This design comes from an exercise in tuning for small area, a short achievable clock period and few clock cycles on the open sky130 flow, not from production work.
The RTL was checked by simulation tests, not by an equivalence proof against the original design.
Power is estimated from default activity; no workload was simulated.

--- flow/flow/run.sh ---
#!/bin/bash
# The standard layout, with the port buffers made from buf_2 cells instead of
# the cell buffer_ports picks by default (a slow clkdlybuf4s50_1). Every input
# and output port still gets its own buffer.
set -e
export BUFFER_PORTS_ARGS="-buffer_cell sky130_fd_sc_hd__buf_2"
bash standard.sh finish > standard_flow.log 2>&1
--- flow/design.v ---
module cm11a_ctrl (
  input  wire         clk,
  input  wire         rst,
  input  wire         open_ok,
  input  wire         in_valid,
  output wire         in_ready,
  input  wire [1:0]   in_kind,
  input  wire [7:0]   in_op,
  input  wire [7:0]   in_n,
  input  wire [127:0] in_data,
  output reg          tx_valid,
  input  wire         tx_ready,
  output reg  [7:0]   tx_data,
  output reg          hr_valid,
  input  wire         hr_ready,
  output reg  [1:0]   hr_kind,
  output reg  [7:0]   hr_val,
  output reg          ev_valid,
  input  wire         ev_ready,
  output reg  [3:0]   ev_type,
  output reg  [7:0]   ev_a,
  output reg  [7:0]   ev_b,
  output reg  [7:0]   ev_c,
  output reg  [7:0]   ev_d
);
  localparam K_RX = 2'd0, K_HOST = 2'd1, K_IOERR = 2'd2, K_TMO = 2'd3;
  localparam OP_TRANSMIT = 8'h01, OP_ADDRESS = 8'h02, OP_LABEL = 8'h03,
             OP_COMMAND  = 8'h04, OP_RING_ON = 8'h05, OP_RING_OFF = 8'h06,
             OP_QUERY    = 8'h07;
  localparam HR_ACCEPT = 2'd0, HR_REJECT = 2'd1, HR_HOLD = 2'd2;
  localparam RJ_RANGE = 8'h10, RJ_NOADDR = 8'h11, RJ_FAULTED = 8'h12,
             RJ_ILLEGAL = 8'h13, RJ_FORM = 8'h14;
  localparam EV_READY = 4'd1, EV_POLL = 4'd2, EV_ADDRESS = 4'd3, EV_COMMAND = 4'd4,
             EV_POWERFAIL = 4'd5, EV_CKOK = 4'd6, EV_CKBAD = 4'd7, EV_RETX = 4'd8,
             EV_TXFAIL = 4'd9, EV_RINGON = 4'd10, EV_RINGOFF = 4'd11,
             EV_QSTATUS = 4'd12, EV_COMPLETE = 4'd13, EV_FAULT = 4'd14;
  localparam RES_OK = 8'd0, RES_STATUS = 8'd1, RES_ERR = 8'd2;
  localparam F_TRANSPORT = 8'h01, F_POLL_LEN = 8'h04, F_TIMEOUT = 8'h05;
  localparam L_UNREADY = 2'd0, L_READY = 2'd1, L_TX = 2'd2;
  localparam B_STATUS = 2'd0, B_RING = 2'd1, B_DONE = 2'd2, B_FAILED = 2'd3;
  localparam X_NONE = 2'd0, X_STATUS = 2'd1, X_CKSUM = 2'd2, X_POLL = 2'd3;
  localparam Q_PLAIN = 2'd0, Q_ADDR = 2'd1, Q_RON = 2'd2, Q_ROFF = 2'd3;
  localparam C_NONE = 2'd0, C_OK = 2'd1, C_RON = 2'd2, C_ROFF = 2'd3;
  localparam T_IDLE = 4'd0, T_RING = 4'd1, T_CPL = 4'd2, T_STCPL = 4'd3,
             T_RETX = 4'd4, T_TXFAIL = 4'd5, T_POLL = 4'd6, T_FB = 4'd7,
             T_FO = 4'd8;
  function integer cap;
    input integer p;
    begin
      cap = (p == 7) ? 2 : 8 - p;
    end
  endfunction
  function integer off;
    input integer p;
    integer i;
    begin
      off = 0;
      for (i = 0; i < p; i = i + 1) off = off + cap(i);
    end
  endfunction
  localparam PAYB = 37;    
  function [3:0] code_n;
    input [3:0] x;
    begin
      case (x)
        4'd1:  code_n = 4'h6;  4'd2:  code_n = 4'hE;  4'd3:  code_n = 4'h2;  4'd4:  code_n = 4'hA;
        4'd5:  code_n = 4'h1;  4'd6:  code_n = 4'h9;  4'd7:  code_n = 4'h5;  4'd8:  code_n = 4'hD;
        4'd9:  code_n = 4'h7;  4'd10: code_n = 4'hF;  4'd11: code_n = 4'h3;  4'd12: code_n = 4'hB;
        4'd13: code_n = 4'h0;  4'd14: code_n = 4'h8;  4'd15: code_n = 4'h4;  default: code_n = 4'hC;
      endcase
    end
  endfunction
  function pair_ok;
    input [7:0] c;
    input [7:0] u;
    begin
      pair_ok = ((c >= 8'h41 && c <= 8'h50) || (c >= 8'h61 && c <= 8'h70)) &&
                (u >= 8'd1 && u <= 8'd16);
    end
  endfunction
  reg         boot_pend;
  reg         boot_ok;
  reg [7:0]   fault;
  reg [1:0]   boot;
  reg [1:0]   lstate;
  reg [1:0]   retry;
  reg         hold;
  reg [7:0]   opseq;
  reg [7:0]   last_addr;
  reg         last_addr_ok;
  reg [3:0]   nops;              
  reg [3:0]   qfree;             
  reg [1:0]   qk   [0:7];
  reg [7:0]   qid  [0:7];
  reg [2:0]   qlm  [0:7];        
  reg [8*PAYB-1:0] qpay;
  reg         hdoom;             
  reg  [2:0]  hsub;              
  reg [1:0]   exp_kind;
  reg         faulted;           
  reg         cnt13;             
  reg         cntl;              
  reg         own0, sav_own0;    
  reg [3:0]   exp_cnt;
  reg [7:0]   exp_owner;
  reg [7:0]   exp_b7;
  reg [1:0]   sav_kind;
  reg [3:0]   sav_cnt;
  reg [7:0]   sav_owner;
  reg [7:0]   sav_b7;
  reg [3:0]   poll_len;
  reg [7:0]   poll_mask;
  reg [7:0]   poll_rep [0:7];
  reg         cp_valid;
  reg [1:0]   cp_kind;
  reg [7:0]   cp_id;
  reg [3:0]   et;                
  reg         et_busy;           
  reg         et_fo;             
  reg [2:0]   pidx;
  reg         tx_act;            
  reg [2:0]   ti;                
  reg [2:0]   tlast;             
  reg [7:0]   ck_acc;            
  reg [7:0]   fl_c, fl_r;        
  reg        txs_valid;
  reg [7:0]  txs_data;
  reg        hrs_valid;
  reg [1:0]  hrs_kind;
  reg [7:0]  hrs_val;
  reg        evs_valid;
  reg [3:0]  evs_type;
  reg [7:0]  evs_a, evs_b, evs_c, evs_d;
  reg         c_valid;
  reg  [1:0]  c_kind;
  reg         c_illegal;     
  reg         c_form;        
  reg         c_range;       
  reg         c_cmd, c_query, c_addrop, c_push;
  reg  [3:0]  c_k;           
  reg  [8:0]  c_kgt;         
  reg         c_sok;         
  reg  [3:0]  c_inc;         
  reg  [1:0]  c_wkind;       
  reg  [2:0]  c_wlm;         
  reg  [63:0] c_data;        
  reg         c_r55, c_r5a, c_ra5, c_rother;
  reg         c_lenbad;      
  reg         c_host;        
  reg         c_kh;          
  reg         rdy0;          
  integer i;
  wire busy_tx = tx_act;
  wire busy_ev = et_busy;
  wire accept  = c_valid && rdy0 && (!busy_tx || c_kh) && (!busy_ev || c_host);
  assign in_ready = !c_valid || accept;
  reg [7:0]  k_need;
  reg        n_bad;
  reg        labels_bad;
  reg [63:0] codes;
  always @(*) begin
    case (in_op)
      OP_TRANSMIT: k_need = in_n;
      OP_ADDRESS:  k_need = in_n;
      OP_LABEL:    k_need = {1'b0, in_n[7:1]};
      OP_QUERY:    k_need = 8'd0;
      default:     k_need = 8'd1;
    endcase
    case (in_op)
      OP_TRANSMIT: n_bad = 1'b0;
      OP_ADDRESS:  n_bad = (in_n == 8'd0);
      OP_LABEL:    n_bad = (in_n == 8'd0) || in_n[0];
      OP_COMMAND:  n_bad = (in_n != 8'd1);
      default:     n_bad = (in_n != 8'd0);
    endcase
    labels_bad = 1'b0;
    for (i = 0; i < 8; i = i + 1) begin
      if (i < in_n[7:1] && !pair_ok(in_data[16*i +: 8], in_data[16*i+8 +: 8]))
        labels_bad = 1'b1;
      codes[8*i +: 8] = {code_n(in_data[16*i +: 4]), code_n(in_data[16*i+8 +: 4])};
    end
  end
  always @(posedge clk) begin
    if (rst) c_valid <= 1'b0;
    else if (in_ready) c_valid <= in_valid;
  end
  always @(posedge clk) begin
    if (rst) rdy0 <= 1'b0;
    else     rdy0 <= !(tx_valid && !tx_ready) && !(hr_valid && !hr_ready) &&
                     !(ev_valid && !ev_ready);
  end
  always @(posedge clk) begin
    if (in_ready) begin
      c_kind    <= in_kind;
      c_illegal <= (in_op == 8'd0 || in_op > OP_QUERY);
      c_form    <= n_bad || k_need > 8'd8;
      c_range   <= (in_op == OP_LABEL && labels_bad) ||
                   (in_op == OP_COMMAND && in_data[7:0] > 8'd15);
      c_cmd     <= (in_op == OP_COMMAND);
      c_query   <= (in_op == OP_QUERY);
      c_addrop  <= (in_op == OP_ADDRESS || in_op == OP_LABEL);
      c_push    <= (in_op == OP_TRANSMIT) ? (in_n != 8'd0)
                                          : (in_op >= OP_ADDRESS && in_op <= OP_RING_OFF);
      c_k       <= k_need[3:0];
      for (i = 0; i < 9; i = i + 1) c_kgt[i] <= (k_need > i);
      c_sok     <= !(in_op == 8'd0 || in_op > OP_QUERY) && !(n_bad || k_need > 8'd8) &&
                   !((in_op == OP_LABEL && labels_bad) ||
                     (in_op == OP_COMMAND && in_data[7:0] > 8'd15));
      c_inc     <= (in_op == OP_ADDRESS || in_op == OP_LABEL) ? k_need[3:0] : 4'd1;
      case (in_op)
        OP_ADDRESS, OP_LABEL: c_wkind <= Q_ADDR;
        OP_RING_ON:           c_wkind <= Q_RON;
        OP_RING_OFF:          c_wkind <= Q_ROFF;
        default:              c_wkind <= Q_PLAIN;
      endcase
      case (in_op)
        OP_TRANSMIT, OP_ADDRESS, OP_LABEL: c_wlm <= k_need[2:0] - 3'd1;
        OP_COMMAND:                        c_wlm <= 3'd1;
        default:                           c_wlm <= 3'd0;
      endcase
      c_data    <= (in_kind == K_HOST && in_op == OP_LABEL) ? codes : in_data[63:0];
      c_r55     <= (in_data[7:0] == 8'h55);
      c_r5a     <= (in_data[7:0] == 8'h5A);
      c_ra5     <= (in_data[7:0] == 8'hA5);
      c_rother  <= (in_data[7:0] != 8'h55) && (in_data[7:0] != 8'h5A) &&
                   (in_data[7:0] != 8'hA5);
      c_lenbad  <= (in_data[7:0] < 8'd2) || (in_data[7:0] > 8'd9);
      c_host    <= (in_kind == K_HOST && in_op != OP_QUERY);
      c_kh      <= (in_kind == K_HOST);
    end
  end
  wire [7:0] rxb = c_data[7:0];
  wire F       = faulted;
  wire itm     = !boot_pend;                
  wire k_host  = (c_kind == K_HOST) && itm;
  wire rx_ok   = (c_kind == K_RX) && !F && itm;
  wire r55     = rx_ok && c_r55;
  wire r5a     = rx_ok && c_r5a;
  wire ra5     = rx_ok && c_ra5;
  wire rxo     = rx_ok && c_rother;
  wire e_none  = (exp_kind == X_NONE);
  wire s_none  = (sav_kind == X_NONE);
  wire xs      = rxo && (exp_kind == X_STATUS);
  wire xs_end  = xs && cnt13;
  wire xs_b    = xs_end && own0;            
  wire xs_q    = xs_end && !own0;           
  wire xc      = rxo && (exp_kind == X_CKSUM);
  wire ck_eq   = (rxb == ck_acc);
  wire c_ok    = xc && ck_eq;
  wire c_bad   = xc && !ck_eq;
  wire c_retry = c_bad && (retry != 2'd3);
  wire c_fail  = c_bad && (retry == 2'd3);
  wire xp      = rxo && (exp_kind == X_POLL);
  wire p0      = xp && (exp_cnt == 4'd0);
  wire p_lbad  = p0 && c_lenbad;
  wire p_len   = p0 && !c_lenbad;
  wire p_mask  = xp && (exp_cnt == 4'd1);
  wire p_rep   = xp && (exp_cnt[3:1] != 3'd0);
  wire p_res   = p_rep && cntl;
  wire f_io    = (c_kind == K_IOERR) && !F && itm;
  wire f_tmo   = (c_kind == K_TMO) && !F && itm && (!e_none || cp_valid);
  wire flt_b   = boot_pend && !boot_ok;
  wire flt     = boot_pend ? !boot_ok : (f_io || f_tmo || p_lbad);
  wire [7:0] f_cause = f_tmo ? F_TIMEOUT : p_lbad ? F_POLL_LEN : F_TRANSPORT;
  wire qfull   = c_kgt[qfree];
  wire qnz     = !qfree[3];                   
  wire q2      = (qfree <= 4'd6);             
  wire qok     = (lstate == L_READY) && e_none && s_none && !cp_valid;
  wire h_pass  = !F && boot[1] && c_sok && !(c_cmd && !last_addr_ok) && !qfull;
  wire h_acc   = k_host && h_pass && !(c_query && !qok);
  wire h_query = h_acc && c_query;
  wire h_try   = h_acc && !c_query;
  wire h_push  = h_acc && c_push;
  reg  [1:0] o_hr_kind;
  reg  [7:0] o_hr_val;
  always @(*) begin
    o_hr_kind = HR_REJECT;
    o_hr_val  = 8'd0;
    if (F)                               o_hr_val  = RJ_FAULTED;
    else if (!boot[1])                   o_hr_kind = HR_HOLD;
    else if (c_illegal)                  o_hr_val  = RJ_ILLEGAL;
    else if (c_form)                     o_hr_val  = RJ_FORM;
    else if (c_range)                    o_hr_val  = RJ_RANGE;
    else if (c_cmd && !last_addr_ok)     o_hr_val  = RJ_NOADDR;
    else if (qfull || (c_query && !qok)) o_hr_kind = HR_HOLD;
    else begin
      o_hr_kind = HR_ACCEPT;
      o_hr_val  = opseq;
    end
  end
  wire        h_addr  = (qk[0] == Q_ADDR);
  wire        h_last  = (hsub == qlm[0]);           
  wire        q_push  = h_push || xs_b;
  wire        pop     = c_ok || c_fail;
  wire        pop_sub = h_addr && !h_last;
  wire        q_sub   = pop && pop_sub;
  wire        q_shift = pop && !pop_sub;
  wire        w_host  = (c_kind == K_HOST);
  wire [1:0]  w_kind  = w_host ? c_wkind : Q_RON;
  wire [7:0]  w_id    = w_host ? opseq : 8'd0;
  wire [2:0]  w_lm    = w_host ? c_wlm : 3'd0;
  wire [63:0] w_pay   = {c_data[63:16],
                         c_cmd ? {last_addr[7:4], c_data[3:0]} : c_data[15:8],
                         (!w_host || c_wkind == Q_RON) ? 8'hEB :
                         (c_wkind == Q_ROFF) ? 8'hDB :
                         c_cmd ? 8'h06 : c_data[7:0]};
  wire [2:0]  k_last     = c_k[2:0] - 3'd1;
  wire [7:0]  final_addr = c_data[8*k_last +: 8];
  wire [7:0]  next_opseq = (opseq == 8'd255) ? 8'd1 : opseq + 8'd1;
  wire [3:0]  qf_push = qfree - c_inc;
  wire [3:0]  qf_dec  = qfree - 4'd1;
  wire [3:0]  qf_inc  = qfree + 4'd1;
  wire n_ready   = r55 || xs_b || c_bad || (lstate == L_READY);
  wire l_rdy     = (lstate == L_READY);
  wire idle3     = e_none && s_none && !cp_valid;
  wire hs        = hold && s_none;
  wire rel       = (xs_q || c_ok || c_fail || p_res) && hs;
  wire cand      = (h_try && l_rdy && (qnz || c_push)) ||
                   (r55 && qnz) ||
                   xs_b ||
                   (xs_q && hs && l_rdy && qnz) ||
                   (c_ok && hs && l_rdy && q2) ||
                   (c_retry && qnz) ||
                   (c_fail && hs && q2) ||
                   (p_res && hs && l_rdy && qnz);
  wire start     = (h_try && l_rdy && (qnz || c_push) && idle3) ||
                   (r55 && qnz && e_none && s_none) ||
                   (xs_b && s_none && !cp_valid) ||
                   (xs_q && hs && l_rdy && qnz && !cp_valid) ||
                   (c_retry && qnz && s_none && !cp_valid) ||
                   (c_fail && hs && q2 && !cp_valid) ||
                   (p_res && hs && l_rdy && qnz && !cp_valid);
  wire n_hold    = start ? 1'b0 : cand ? 1'b1 : rel ? 1'b0 : hold;
  wire        s_fail   = xc && (retry == 2'd3);
  wire        s_next   = s_fail && !pop_sub;        
  wire        s_new    = !s_fail && (nops == 4'd0);
  wire [1:0]  s_kind   = s_next ? qk[1] : s_new ? w_kind : qk[0];
  wire [7:0]  s_b0     = s_next ? qpay[8*8 +: 8] : s_new ? w_pay[7:0] : qpay[7:0];
  wire [2:0]  s_lm     = s_next ? qlm[1] : s_new ? w_lm : qlm[0];
  wire [2:0]  s_sub    = (s_next || s_new) ? 3'd0 : s_fail ? hsub + 3'd1 : hsub;
  wire        s_addr   = (s_kind == Q_ADDR);
  wire [7:0]  s_first  = s_addr ? 8'h04 : s_b0;
  reg        o_tx;
  reg [7:0]  o_tx_data;
  always @(*) begin
    o_tx = 1'b1;
    if (start)                               o_tx_data = s_first;
    else if (boot_pend || h_query)           o_tx_data = 8'h8B;
    else if (r5a)                            o_tx_data = 8'hC3;
    else if (ra5)                            o_tx_data = 8'h9B;
    else if (c_ok)                           o_tx_data = 8'h00;
    else begin                               o_tx_data = 8'h00; o_tx = 1'b0; end
    if (boot_pend && !boot_ok) o_tx = 1'b0;
  end
  wire [7:0] first_rep = (poll_len == 4'd2) ? rxb : poll_rep[0];
  reg        o_ev;
  reg [3:0]  o_ev_type;
  reg [7:0]  o_ev_a, o_ev_b;
  always @(*) begin
    o_ev = 1'b1; o_ev_a = 8'd0; o_ev_b = 8'd0;
    if (flt) begin
      o_ev_type = EV_FAULT; o_ev_a = boot_pend ? F_TRANSPORT : f_cause;
    end else if (r55)   o_ev_type = EV_READY;
    else if (r5a)       o_ev_type = EV_POLL;
    else if (ra5)       o_ev_type = EV_POWERFAIL;
    else if (xs_end) begin
      o_ev_type = EV_QSTATUS; o_ev_a = exp_b7;
    end else if (xc) begin
      o_ev_type = ck_eq ? EV_CKOK : EV_CKBAD; o_ev_a = ck_acc; o_ev_b = ck_eq ? 8'd0 : rxb;
    end else if (p_res) begin
      o_ev_type = poll_mask[0] ? EV_COMMAND : EV_ADDRESS; o_ev_a = first_rep;
    end else begin
      o_ev_type = 4'd0; o_ev = 1'b0;
    end
  end
  wire o_hr = k_host && !boot_pend;
  reg        own_ok;
  reg [7:0]  owner;
  always @(*) begin
    case ((exp_kind == X_POLL) ? sav_kind : exp_kind)
      X_STATUS: begin own_ok = 1'b1; owner = (exp_kind == X_POLL) ? sav_owner : exp_owner; end
      X_CKSUM:  begin own_ok = 1'b1; owner = qid[0]; end
      default:  begin own_ok = cp_valid; owner = cp_id; end
    endcase
  end
  wire fb = !boot[1];      
  reg [3:0]  n_et;
  reg        n_et_fo;
  always @(*) begin
    n_et = T_IDLE; n_et_fo = 1'b0;
    if (flt) begin
      if (fb) begin
        n_et = T_FB; n_et_fo = own_ok && owner != 8'd0;
      end else if (own_ok) n_et = T_FO;
    end else if (r55 && cp_valid) begin
      case (cp_kind)
        C_RON, C_ROFF: n_et = T_RING;
        C_OK:          n_et = T_CPL;
        default:       n_et = T_IDLE;
      endcase
    end else if (xs_q)    n_et = T_STCPL;
    else if (c_retry)     n_et = T_RETX;
    else if (c_fail)      n_et = T_TXFAIL;
    else if (p_res && poll_len != 4'd2) n_et = T_POLL;
  end
  reg [3:0]  t_type;
  reg [7:0]  t_a, t_b, t_c, t_d;
  reg [3:0]  t_next;
  reg        t_next_fo;
  always @(*) begin
    t_type = EV_COMPLETE; t_a = 8'd0; t_b = RES_OK; t_c = 8'd0; t_d = 8'd0;
    t_next = T_IDLE; t_next_fo = 1'b0;
    case (et)
      T_RING: begin
        t_type = (cp_kind == C_RON) ? EV_RINGON : EV_RINGOFF;
        t_next = T_CPL;
      end
      T_CPL: begin
        t_a = cp_id;
      end
      T_STCPL: begin
        t_a = exp_owner; t_b = RES_STATUS; t_c = exp_b7;
      end
      T_RETX: begin
        t_type = EV_RETX; t_a = {6'd0, retry}; t_b = 8'd0;
      end
      T_TXFAIL: begin
        t_type = EV_TXFAIL; t_a = fl_c; t_b = fl_r; t_c = cp_id; t_d = 8'd3;
      end
      T_POLL: begin
        t_type = poll_mask[pidx] ? EV_COMMAND : EV_ADDRESS;
        t_a    = poll_rep[pidx];
        t_b    = 8'd0;
        if (pidx + 3'd2 != poll_len[2:0]) t_next = T_POLL;
      end
      T_FB: begin
        t_b = RES_ERR; t_c = fault;
        if (et_fo) t_next = T_FO;
      end
      default: begin  
        t_a = owner; t_b = RES_ERR; t_c = fault;
      end
    endcase
  end
  wire core_go = boot_pend || accept;
  wire tx_go   = busy_tx && !txs_valid;
  wire et_go   = busy_ev && !evs_valid;
  wire [7:0] tail_byte = qpay[8*ti +: 8];
  wire       c_tx      = core_go && o_tx;
  wire       c_ev      = core_go && o_ev;
  wire       w_tx      = c_tx || tx_go;
  wire [7:0] w_tx_data = c_tx ? o_tx_data : tail_byte;
  wire       w_hr      = accept && o_hr;
  wire       w_ev      = c_ev || et_go;
  wire [3:0] w_ev_type = c_ev ? o_ev_type : t_type;
  wire [7:0] w_ev_a    = c_ev ? o_ev_a : t_a;
  wire [7:0] w_ev_b    = c_ev ? o_ev_b : t_b;
  wire [7:0] w_ev_c    = c_ev ? 8'd0 : t_c;
  wire [7:0] w_ev_d    = c_ev ? 8'd0 : t_d;
  always @(posedge clk) begin
    if (rst) begin
      tx_valid  <= 1'b0;
      txs_valid <= 1'b0;
    end else if (!tx_valid || tx_ready) begin
      tx_valid  <= txs_valid || w_tx;
      txs_valid <= 1'b0;
    end else if (!txs_valid) begin
      txs_valid <= w_tx;
    end
  end
  always @(posedge clk) begin
    if (!tx_valid || tx_ready) tx_data <= txs_valid ? txs_data : w_tx_data;
    else if (!txs_valid)       txs_data <= w_tx_data;
  end
  always @(posedge clk) begin
    if (rst) begin
      hr_valid  <= 1'b0;
      hrs_valid <= 1'b0;
    end else if (!hr_valid || hr_ready) begin
      hr_valid  <= hrs_valid || w_hr;
      hrs_valid <= 1'b0;
    end else if (!hrs_valid) begin
      hrs_valid <= w_hr;
    end
  end
  always @(posedge clk) begin
    if (!hr_valid || hr_ready) begin
      hr_kind <= hrs_valid ? hrs_kind : o_hr_kind;
      hr_val  <= hrs_valid ? hrs_val : o_hr_val;
    end else if (!hrs_valid) begin
      hrs_kind <= o_hr_kind;
      hrs_val  <= o_hr_val;
    end
  end
  always @(posedge clk) begin
    if (rst) begin
      ev_valid  <= 1'b0;
      evs_valid <= 1'b0;
    end else if (!ev_valid || ev_ready) begin
      ev_valid  <= evs_valid || w_ev;
      evs_valid <= 1'b0;
    end else if (!evs_valid) begin
      evs_valid <= w_ev;
    end
  end
  always @(posedge clk) begin
    if (!ev_valid || ev_ready) begin
      ev_type <= evs_valid ? evs_type : w_ev_type;
      ev_a    <= evs_valid ? evs_a : w_ev_a;
      ev_b    <= evs_valid ? evs_b : w_ev_b;
      ev_c    <= evs_valid ? evs_c : w_ev_c;
      ev_d    <= evs_valid ? evs_d : w_ev_d;
    end else if (!evs_valid) begin
      evs_type <= w_ev_type;
      evs_a    <= w_ev_a;
      evs_b    <= w_ev_b;
      evs_c    <= w_ev_c;
      evs_d    <= w_ev_d;
    end
  end
  always @(posedge clk) begin
    if (rst) begin
      boot_pend    <= 1'b1;
      boot_ok      <= open_ok;
      fault        <= 8'd0;
      faulted      <= 1'b0;
      cnt13        <= 1'b0;
      own0         <= 1'b1;
      boot         <= B_STATUS;
      lstate       <= L_UNREADY;
      retry        <= 2'd0;
      hold         <= 1'b0;
      opseq        <= 8'd1;
      last_addr_ok <= 1'b0;
      nops         <= 4'd0;
      qfree        <= 4'd8;
      exp_kind     <= open_ok ? X_STATUS : X_NONE;
      exp_cnt      <= 4'd0;
      exp_owner    <= 8'd0;
      sav_kind     <= X_NONE;
      cp_valid     <= 1'b0;
      et           <= T_IDLE;
      et_busy      <= 1'b0;
      et_fo        <= 1'b0;
      tx_act       <= 1'b0;
    end else begin
      if (tx_go && ti == tlast) tx_act <= 1'b0;
      if (et_go) begin
        et      <= t_next;
        et_busy <= (t_next != T_IDLE);
        et_fo   <= t_next_fo;
      end
      if (core_go) begin
        boot_pend <= 1'b0;
        if (flt) fault <= boot_pend ? F_TRANSPORT : f_cause;
        if (flt) faulted <= 1'b1;
        if (flt && fb)                                              boot <= B_FAILED;
        else if (c_fail && qid[0] == 8'd0)                          boot <= B_FAILED;
        else if (xs_b)                                              boot <= B_RING;
        else if (r55 && cp_valid && cp_kind == C_RON && cp_id == 8'd0) boot <= B_DONE;
        lstate <= start ? L_TX : n_ready ? L_READY : lstate;
        if (c_ok || c_fail) retry <= 2'd0;
        else if (c_retry)   retry <= retry + 2'd1;
        hold <= n_hold;
        if (h_acc) opseq <= next_opseq;
        if (h_acc && c_addrop) last_addr_ok <= 1'b1;
        if (q_push)  nops <= nops + 4'd1;
        if (q_shift) nops <= nops - 4'd1;
        if (h_push)    qfree <= qf_push;
        else if (xs_b) qfree <= qf_dec;
        else if (pop)  qfree <= qf_inc;
        exp_kind <= start ? X_CKSUM :
                    (r5a ? X_POLL : h_query ? X_STATUS : (xs_end || xc) ? X_NONE :
                     p_res ? sav_kind : exp_kind);
        if (start || r5a || h_query) exp_cnt <= 4'd0;
        else if (p_res)              exp_cnt <= sav_cnt;
        else if (xs || p_rep)        exp_cnt <= exp_cnt + 4'd1;
        else if (p_len)              exp_cnt <= 4'd1;
        else if (p_mask)             exp_cnt <= 4'd2;
        if (start || r5a || h_query) cnt13 <= 1'b0;
        else if (p_res)              cnt13 <= (sav_cnt == 4'd13);
        else if (xs || p_rep)        cnt13 <= (exp_cnt == 4'd12);
        else if (p_len || p_mask)    cnt13 <= 1'b0;
        if (h_query)                 exp_owner <= opseq;
        else if (p_res)              exp_owner <= sav_owner;
        if (h_query)                 own0 <= 1'b0;
        else if (p_res)              own0 <= sav_own0;
        if (r5a && exp_kind != X_POLL) sav_kind <= exp_kind;
        else if (p_res)                sav_kind <= X_NONE;
        if (r55)       cp_valid <= 1'b0;
        else if (c_ok) cp_valid <= 1'b1;
        if (n_et != T_IDLE) begin
          et      <= n_et;
          et_busy <= 1'b1;
          et_fo   <= n_et_fo;
        end
        if (start) tx_act <= s_addr || (s_lm != 3'd0);
      end
    end
  end
  always @(posedge clk) begin
    if (tx_go) begin
      ck_acc <= ck_acc + tail_byte;
      ti     <= ti + 3'd1;
    end
    if (et_go) pidx <= pidx + 3'd1;
    if (core_go) begin
      if (h_acc && c_addrop) last_addr <= final_addr;
      if (p_res) exp_b7 <= sav_b7;
      if (r5a && exp_kind != X_POLL) begin
        sav_cnt   <= exp_cnt;
        sav_owner <= exp_owner;
        sav_own0  <= own0;
        sav_b7    <= exp_b7;
      end
      if (p_len)  poll_len <= rxb[3:0];
      if (p_mask)      cntl <= (poll_len == 4'd2);
      else if (p_rep)  cntl <= (exp_cnt + 4'd1 == poll_len);
      if (p_mask) poll_mask <= rxb;
      if (c_ok) begin
        cp_id <= qid[0];
        case (qk[0])
          Q_ADDR:  cp_kind <= (h_last && !hdoom) ? C_OK : C_NONE;
          Q_RON:   cp_kind <= C_RON;
          Q_ROFF:  cp_kind <= C_ROFF;
          default: cp_kind <= C_OK;
        endcase
      end
      if (c_fail) begin
        cp_id <= qid[0];
        fl_c  <= ck_acc;
        fl_r  <= rxb;
      end
      if (n_et != T_IDLE) pidx <= 3'd1;
      if (start) begin
        ck_acc <= s_first;
        ti     <= s_addr ? s_sub : 3'd1;
        tlast  <= s_addr ? s_sub : s_lm;
      end
      if (q_sub) hsub <= hsub + 3'd1;
      if (c_fail && pop_sub) hdoom <= 1'b1;
    end
    if (exp_kind == X_STATUS && exp_cnt == 4'd7) exp_b7 <= rxb;
    if (exp_kind == X_POLL && exp_cnt[3:1] != 3'd0) poll_rep[exp_cnt[2:0] - 3'd2] <= rxb;
    if (nops == 4'd0 || (core_go && q_shift)) begin
      hsub  <= 3'd0;
      hdoom <= 1'b0;
    end
  end
  wire q_shift_go = accept && q_shift;
  genvar p, b;
  generate
    for (p = 0; p < 8; p = p + 1) begin : slot
      wire ld   = (nops <= p) || q_shift_go;
      wire from = (nops > p) && (p < 7);
      always @(posedge clk) begin
        if (ld) begin
          if (from) begin
            qk[p]  <= qk[(p+1)%8];
            qid[p] <= qid[(p+1)%8];
            qlm[p] <= qlm[(p+1)%8];
          end else begin
            qk[p]  <= w_kind;
            qid[p] <= w_id;
            qlm[p] <= w_lm;
          end
        end
      end
      for (b = 0; b < cap(p); b = b + 1) begin : byte_
        always @(posedge clk) begin
          if (ld) begin
            if (from && b < cap(p + 1))
              qpay[8*(off(p)+b) +: 8] <= qpay[8*(off(p+1)+b) +: 8];
            else
              qpay[8*(off(p)+b) +: 8] <= w_pay[8*b +: 8];
          end
        end
      end
    end
  endgenerate
endmodule
--- flow/constraint.sdc ---
create_clock -name core_clock -period 8.0 [get_ports {clk}]
set_input_delay 1.6000 -clock core_clock [delete_from_list [all_inputs] [get_ports {clk}]]
set_output_delay 1.6000 -clock core_clock [all_outputs]
set_load 0.01 [all_outputs]
--- flow/standard.sh ---
#!/bin/bash
# synth_recipe.tcl (not shown) runs the flow's synth.tcl, then flattens the netlist and writes it again
# the make line also repeats each setting of config.mk as NAME=value (left out here)
make -C /OpenROAD-flow-scripts/flow DESIGN_CONFIG=/design/flow/config.mk WORK_HOME=/design/flow/orfs CLKGATE_MAP_FILE= SYNTH_SCRIPT=/design/flow/synth_recipe.tcl "${@:-finish}"
--- flow/config.mk ---
export PLATFORM = sky130hd
export DESIGN_NAME = cm11a_ctrl
export DESIGN_NICKNAME = cm11a_ctrl
export VERILOG_FILES = /design/flow/design.v
export SDC_FILE = /design/flow/constraint.sdc
export NUM_CORES = 4
export LEC_CHECK = 0
export CAP_MARGIN = 20
export CORE_MARGIN = 2
export CORE_UTILIZATION = 40
export CTS_CLUSTER_DIAMETER = 80
export CTS_CLUSTER_SIZE = 20
export PLACE_DENSITY = 0.6
export SETUP_SLACK_MARGIN = 5
export SLEW_MARGIN = 20
export TNS_END_PERCENT = 100
==> results of run 1 <==
==> layer usage <==
metal  wire length (um)  share of wire (%)  global-route usage, %  vias to the layer above
li1                   -                  -                      -                    12410
met1              46120                 42                  29.30                    13180
met2              51360                 47                  35.42                     1027
met3               7170                6.6                  2.808                      202
met4               4248                3.9                  7.400                        0
met5                  0                  0                      0                        -
==> cell usage after synthesis (15+ instances only) <==
| library cell | count | area [sq um] |
|---|---|---|
| a22oi_1 | 17 | 127.6 |
| a21oi_1 | 95 | 475.5 |
| nor3_1 | 42 | 210.2 |
| clkbuf_1 | 145 | 544.3 |
| nand4_1 | 15 | 93.84 |
| nand2_1 | 780 | 2928 |
| o31ai_1 | 24 | 180.2 |
| inv_1 | 110 | 412.9 |
| dfxtp_1 | 77 | 1541 |
| xnor2_1 | 54 | 473.0 |
| xor2_1 | 40 | 350.3 |
| a31oi_1 | 15 | 93.84 |
| ha_1 | 29 | 362.9 |
| nor2b_1 | 22 | 137.6 |
| a221oi_1 | 16 | 140.1 |
| edfxtp_1 | 752 | 22580 |
| or3_1 | 29 | 181.4 |
| nand2b_1 | 17 | 106.4 |
| nor2_1 | 114 | 427.9 |
| nor4_1 | 37 | 231.5 |
| mux2i_1 | 49 | 490.5 |
| nand3_1 | 45 | 225.2 |
| and2_1 | 27 | 168.9 |
| o21ai_0 | 351 | 1757 |
| mux2_2 | 33 | 371.6 |
| mux4_2 | 42 | 945.9 |
| a211oi_1 | 31 | 232.7 |
==> flip-flops by register name, summed over array words and instances (netlist names), 9 cells and up <==
register  cells
poll_rep     64
c_data       64
qpay        296
c_kgt         9
qlm          24
qid          64
qk           16
==> through the flow <==
stage	util, %	cells	total power, uW
global placement	43.04	4566	6232
finish	47.79	4817	9120
detailed placement	43.04	4566	6252
global route	47.79	4817	9411
floorplan	-	3239	5828
CTS	46.46	4756	9087
==> cells by family after synthesis <==
group	synth area share (%)
multiplexers	4.925
AO/OA/AOI/OAI	10.87
flip-flops	63.86
XOR/XNOR	2.180
AND/OR/NAND/NOR	14.10
buffers and inverters	2.994
adder cells (fa/ha/maj)	1.067
==> path summary, 6_finish.rpt <==
kind	start	to	slack [ps]	cells after the start
max	c_host	in_ready	4630	4
min	c_data[57]	qpay[57]	430	0
max reg2reg	exp_kind[1]	qfree[3]	4880	12
min reg2reg	c_data[57]	qpay[57]	430	0
==> power groups by stage <==
stage	combinational [uW]	sequential [uW]	clock, uW
3_3_place_gp	940	5290	0
6_report	1160	5200	2760
2_1_floorplan	603	5230	0
4_1_cts	1080	5200	2800
5_1_grt	1250	5230	2940
3_5_place_dp	953	5300	0
==> cell type report <==
class                   count  area [sq um]
clock buffers              84          1431
clock inverters            11         131.4
fillers                  8420         48800
inverters                 110         416.7
multi-input cells        2138         14020
flip-flops and latches    829         24150
well taps                1254          1569
repair buffers            391          2944
==> repair_timing <==
item	4_1_cts	5_1_grt
gates resized for setup	142	143
setup endpoints to repair	675	554
pin swaps	48	57
gates cloned	17	11
setup buffers	78	50
==> impl_metrics.json, run 1 <==
{
  "outcome": "finished clean",
  "sw_frac_of_total_pct": 25.68,
  "dr.pass1.iters": 7,
  "syn_inst": 3239,
  "avgSynthCellArea_sq_um": 11.66,
  "worstSetupStartpointType": "flop",
  "crit_family": "simple AND/OR/NAND/NOR gates",
  "htree_levels": 2,
  "hpwl_um": 69220,
  "io_pins": 211,
  "power.density_mw_per_mm2": 204.2,
  "root_buffer": "clkbuf_16",
  "cp.required_ps": 6400,
  "drt-initial-drc-count": 2642,
  "grt_pass1_vias": 25080,
  "synth_top_flop_cell": "edfxtp_1",
  "hold_class": "reg -> reg",
  "synthArstFlopShare_pct": 0,
  "p_comb_share_pct": 12.7,
  "die_x_um": 311.3,
  "io_buffers": 206,
  "detailedPlace.worstSlack_ps": 3081,
  "track_usage_pct": 21.49,
  "grt_max_degree": 83,
  "cp_max_fo": 2,
  "viasPerCell": 5.567,
  "path_cells": "nor2b_1 -> or3_4 -> nand2_8 -> buf_6",
  "max_freq_ghz": 0.2966,
  "core_sq_mm": 0.09347,
  "p_leak_uw": 0.01659,
  "synth_edf_count": 752,
  "slowest_delay_ps": 430,
  "rows": 112,
  "slowest_stage": "edfxtp_1",
  "max_cap_violations": 0,
  "vias": 26810,
  "place_area_sq_mm": 0.04023,
  "synth-seq-cells": 829,
  "synthDistinctLibCells": 94,
  "relSlewSlack_pct": 20.28,
  "area_growth_pct": 18.26,
  "setup_ws_ps": 4629,
  "p_sw_uw": 2342,
  "start_util_pct": 40.41,
  "grt_first_pass_wirelength_um": 158900,
  "hold_viol_final": 0,
  "cts_buffer_depth": 3,
  "finalClockSkew_ps": 59.26,
  "postRouteAntennaNets": 0,
  "dieArea_sq_mm": 0.09691,
  "cts_tree": "yes",
  "insertion_delay_ps": 660,
  "yosysWarnings": 6,
  "place_congestion": 0.9335,
  "internal_power_uw": 6778,
  "drv_slew": 0,
  "final_net_count": 3705,
  "crit_path_end_kind": "primary output",
  "path_buf_inv": 1,
  "post_synth_instance_area_sq_mm": 0.03777,
  "fin_crit_sh_pct": 42.14,
  "p_seq_share_pct": 57.0,
  "tns_ps": 0,
  "vdd_drop_max_v": 0.0001814,
  "cts-buffers-inserted": 51,
  "wl_um": 108900,
  "synth_fp_nets": 3423,
  "post-route-min-period_ps": 3371,
  "wl_per_cell_um": 22.61,
  "final_cell_mix": "nand2_1 (760), edfxtp_1 (752), o21ai_0 (269)",
  "drcViolationCount": 0,
  "fp.dieH_um": 311.3,
  "clkSlewWorstSetupHoldPaths_ps": 90,
  "clockPowerShare_pct": 30.3,
  "cts_hold_buf": 0,
  "tightest_slew_ps": 1190,
  "grt_overflow_total": 0,
  "drive_above_1_share_pct": 20.99,
  "final_common_cell": "nand2_1",
  "rsz0062_at_grt": "true",
  "seq_area_frac_synth_pct": 63.86,
  "antenna_found_initial": 5,
  "final_cell_area_sq_mm": 0.04467,
  "clkSinkCount": 829,
  "setup_viol": 0,
  "critPathKind": "reg -> out",
  "n_antenna_cell": 0,
  "fin_hold_ws_ps": 429.6,
  "cp.arrival_ps": 1770
}
Testbench counts, summed over its fixed seeds: cycles 5,576.
==> inputs of run 2 (changes only) <==
--- a/flow/config.mk
+++ b/flow/config.mk
@@ -11,6 +11,6 @@
 export CTS_CLUSTER_DIAMETER = 80
 export CTS_CLUSTER_SIZE = 20
 export PLACE_DENSITY = 0.6
-export SETUP_SLACK_MARGIN = 5
+export SETUP_SLACK_MARGIN = 4.8
 export SLEW_MARGIN = 20
 export TNS_END_PERCENT = 100
==> run 2 against run 1 <==
Register-to-register slack lost 110 ps. Still clean on timing, DRC and antenna. Global-route usage is 0.47 points lower. Critical endpoint unchanged. Highest routed layer unchanged. Sequential power barely moved. Synthesized area did not move. Setup slack improved by 4.4 ps. Via count fell by 1.9%. Die area did not move. Critical path depth stayed put. Power down 1.0%.
==> impl_metrics.json, run 2 <==
{
  "postRouteAntennaNets": 0,
  "worstSetupStartpointType": "flop",
  "synth_top_area_share_pct": 59.78,
  "drcViolationCount": 0,
  "synth_top_flop_cell": "edfxtp_1",
  "start_util_pct": 40.41,
  "holdCritStartpoint": "c_data[57]",
  "dieArea_sq_mm": 0.09691,
  "synth_common_cells": "nand2_1 (780), edfxtp_1 (752), o21ai_0 (351), clkbuf_1 (145), nor2_1 (114)",
  "netlist_top_cells_area": "edfxtp_1 (60%), nand2_1 (7.8%), o21ai_0 (4.7%)",
  "root_buffer": "clkbuf_16",
  "synth_top_area_cell": "edfxtp_1",
  "p_leak_uw": 0.01596,
  "cp.arrival_ps": 1770,
  "r2r-start": "c_kind[0]",
  "yosysMostFrequentCell": "nand2_1",
  "vdd_drop_max_v": 0.0001847,
  "final.fill_count": 8576,
  "final_net_count": 3621,
  "top_register": "qpay",
  "synth_fp_nets": 3423,
  "viasPerCell": 5.558,
  "clkSlewWorstSetupHoldPaths_ps": 80,
  "place_congestion": 0.9447,
  "cts_buffer_depth": 3,
  "critPathLaunch": "c_host",
  "cts_tree": "yes",
  "wl_per_cell_um": 22.16,
  "tns_ps": 0,
  "track_usage_pct": 21.02,
  "wl_um": 104900,
  "grt_overflow_total": 0,
  "post-route-min-period_ps": 3367,
  "seq_area_frac_synth_pct": 63.86,
  "fin_crit_sh_pct": 42.08,
  "max_cap_violations": 0,
  "relSlewSlack_pct": 20.07,
  "io_pins": 211,
  "utilization_pct": 46.08,
  "crit_end": "in_ready",
  "cp.required_ps": 6400,
  "crit_path_end_kind": "primary output",
  "drv_slew": 0,
  "largest_register_ffs": 296,
  "critPathKind": "reg -> out",
  "rows": 112,
  "final_common_cell": "nand2_1",
  "setup_viol": 0,
  "io_buffers": 206,
  "rsz0062_at_grt": "true",
  "rrSetupSlack_ps": 4770,
  "cp_max_fo": 2,
  "htree_levels": 2,
  "tightest_slew_ps": 1197,
  "cts_hold_buf": 0,
  "outcome": "finished clean",
  "insertion_delay_ps": 630,
  "vias": 26310,
  "dr.pass1.iters": 6,
  "fin_hold_ws_ps": 422.7,
  "final_cell_mix": "nand2_1 (768), edfxtp_1 (752), o21ai_0 (279)",
  "yosysWarnings": 6,
  "r2r_end": "txs_data[3]",
  "antenna_found_initial": 2,
  "clkSinkCount": 829,
  "die_x_um": 311.3,
  "seq_area_sq_mm": 0.02414,
  "grt_max_degree": 91,
  "hpwl_um": 68700,
  "hold_class": "reg -> reg",
  "grt_pass1_vias": 24730,
  "post_synth_instance_area_sq_mm": 0.03777,
  "core_sq_mm": 0.09347,
  "fp.dieH_um": 311.3,
  "hold_viol_final": 0,
  "max_freq_ghz": 0.2970,
  "drt-initial-drc-count": 2755,
  "cts-buffers-inserted": 50,
  "finalClockSkew_ps": 45.18,
  "synth_edf_count": 752,
  "synth-seq-cells": 829,
  "avgSynthCellArea_sq_um": 11.66,
  "ff2ff_path_depth": 12,
  "power.density_mw_per_mm2": 209.6,
  "area_growth_pct": 14.01,
  "drive_above_1_share_pct": 16.96,
  "synthDistinctLibCells": 94,
  "synthArstFlopShare_pct": 0,
  "multi_input_area_sq_mm": 0.01334,
  "grt_first_pass_wirelength_um": 156000,
  "syn_inst": 3239
}
## run 2: cell type report
| cell class | count | area share, % |
|---|---|---|
| Tap cell | 1254 | 3.643 |
| Inverter | 110 | 0.9587 |
| Antenna cell | 1 | 0.005811 |
| Sequential cell | 829 | 56.05 |
| Multi-Input combinational cell | 2135 | 30.97 |
| Clock buffer | 84 | 3.373 |
| Clock inverter | 9 | 0.3080 |
| Timing Repair Buffer | 311 | 4.689 |
## run 2: metal layers
metal | vias up | wire, um | GRT usage, %
li1 | 12230 | - | -
met1 | 12900 | 44800 | 29.16
met2 | 1035 | 49810 | 34.72
met3 | 143 | 7194 | 2.496
met4 | 0 | 3059 | 6.247
met5 | - | 0 | 0
## run 2: repair_timing
action                                  in CTS  in global routing
endpoints found under the hold margin        0                  0
resized for setup                           74                 56
setup buffers                               44                 15
pin swaps                                   22                 11
cloned                                      10                  2
endpoints found under the setup margin     620                165
## run 2: critical path, cell delays in order (launching register included)
cell	delay, ps
edfxtp_1	440
nor2b_1	100
or3_4	370
nand2_8	110
buf_6	110
## run 2: worst min path at each step
stage	endpoint	depth (start not counted)
after global routing	qpay[57]	0
after floorplan	qpay[56]	0
after global placement	qpay[56]	0
final	qpay[57]	0
after CTS	qpay[57]	0
after detailed placement	qpay[57]	0
## run 2: logic make-up (layout without fill, tap and decap cells)
logic type / after synthesis / after routing / share of synthesized area [%]
AND/OR/NAND/NOR: 1200 / 1209 / 14.10
flip-flops: 829 / 829 / 63.86
AO/OA/AOI/OAI: 674 / 675 / 10.87
buffers and inverters: 285 / 514 / 2.994
multiplexers: 126 / 126 / 4.925
XOR/XNOR: 94 / 94 / 2.180
adder cells (fa/ha/maj): 31 / 31 / 1.067
other: 0 / 1 / 0
## run 2: per-stage QoR
stage          area, sq um  total power [uW]  setup WS (ps)  std cells
2_1_floorplan        37970              5823           4121       3239
3_3_place_gp         40160              6230           3687       4567
3_5_place_dp         40180              6250           3540       4568
4_1_cts              42670              9046           4647       4715
5_1_grt              43060              9331           4570       4732
6_report             43070              9028           4633       4733
## run 2: report_power, final
part / switching [uW] / internal (uW)
sequential: 181 / 5020
combinational: 612 / 422
clock: 1470 / 1330
total: 2260 / 6770

==> what the ideal ports hide <==
How much do the figures lean on ideal ports? The routed layouts below were timed once more, with nothing changed but the port constraints.
Step 1 assumes that a clkbuf_16 drives the clock port and a buf_2 every other input.
Step 2, shift: input delay + t, output delay - t, t = (earliest + latest rising clock arrival at the registers) / 2. This alone moves slack from input paths to output paths.
a / b / c = ideal ports / drivers / drivers and shift; a / b = the first two.
run | t, ns | setup WS [ns] | worst setup path after step 2 | worst slew at a driven data input, ns | pins driven straight from the clock port
run 1 | 0.695 | 4.629 / 4.563 / 4.021 | input to register | 0.06 | 1
run 2 | 0.680 | 4.633 / 4.560 / 4.013 | input to register | 0.06 | 1
After both steps setup and hold are still met in every run listed. The setup slack of run 2, which loses most, moves by -0.073 ns with the drivers and by -0.620 ns with both steps.
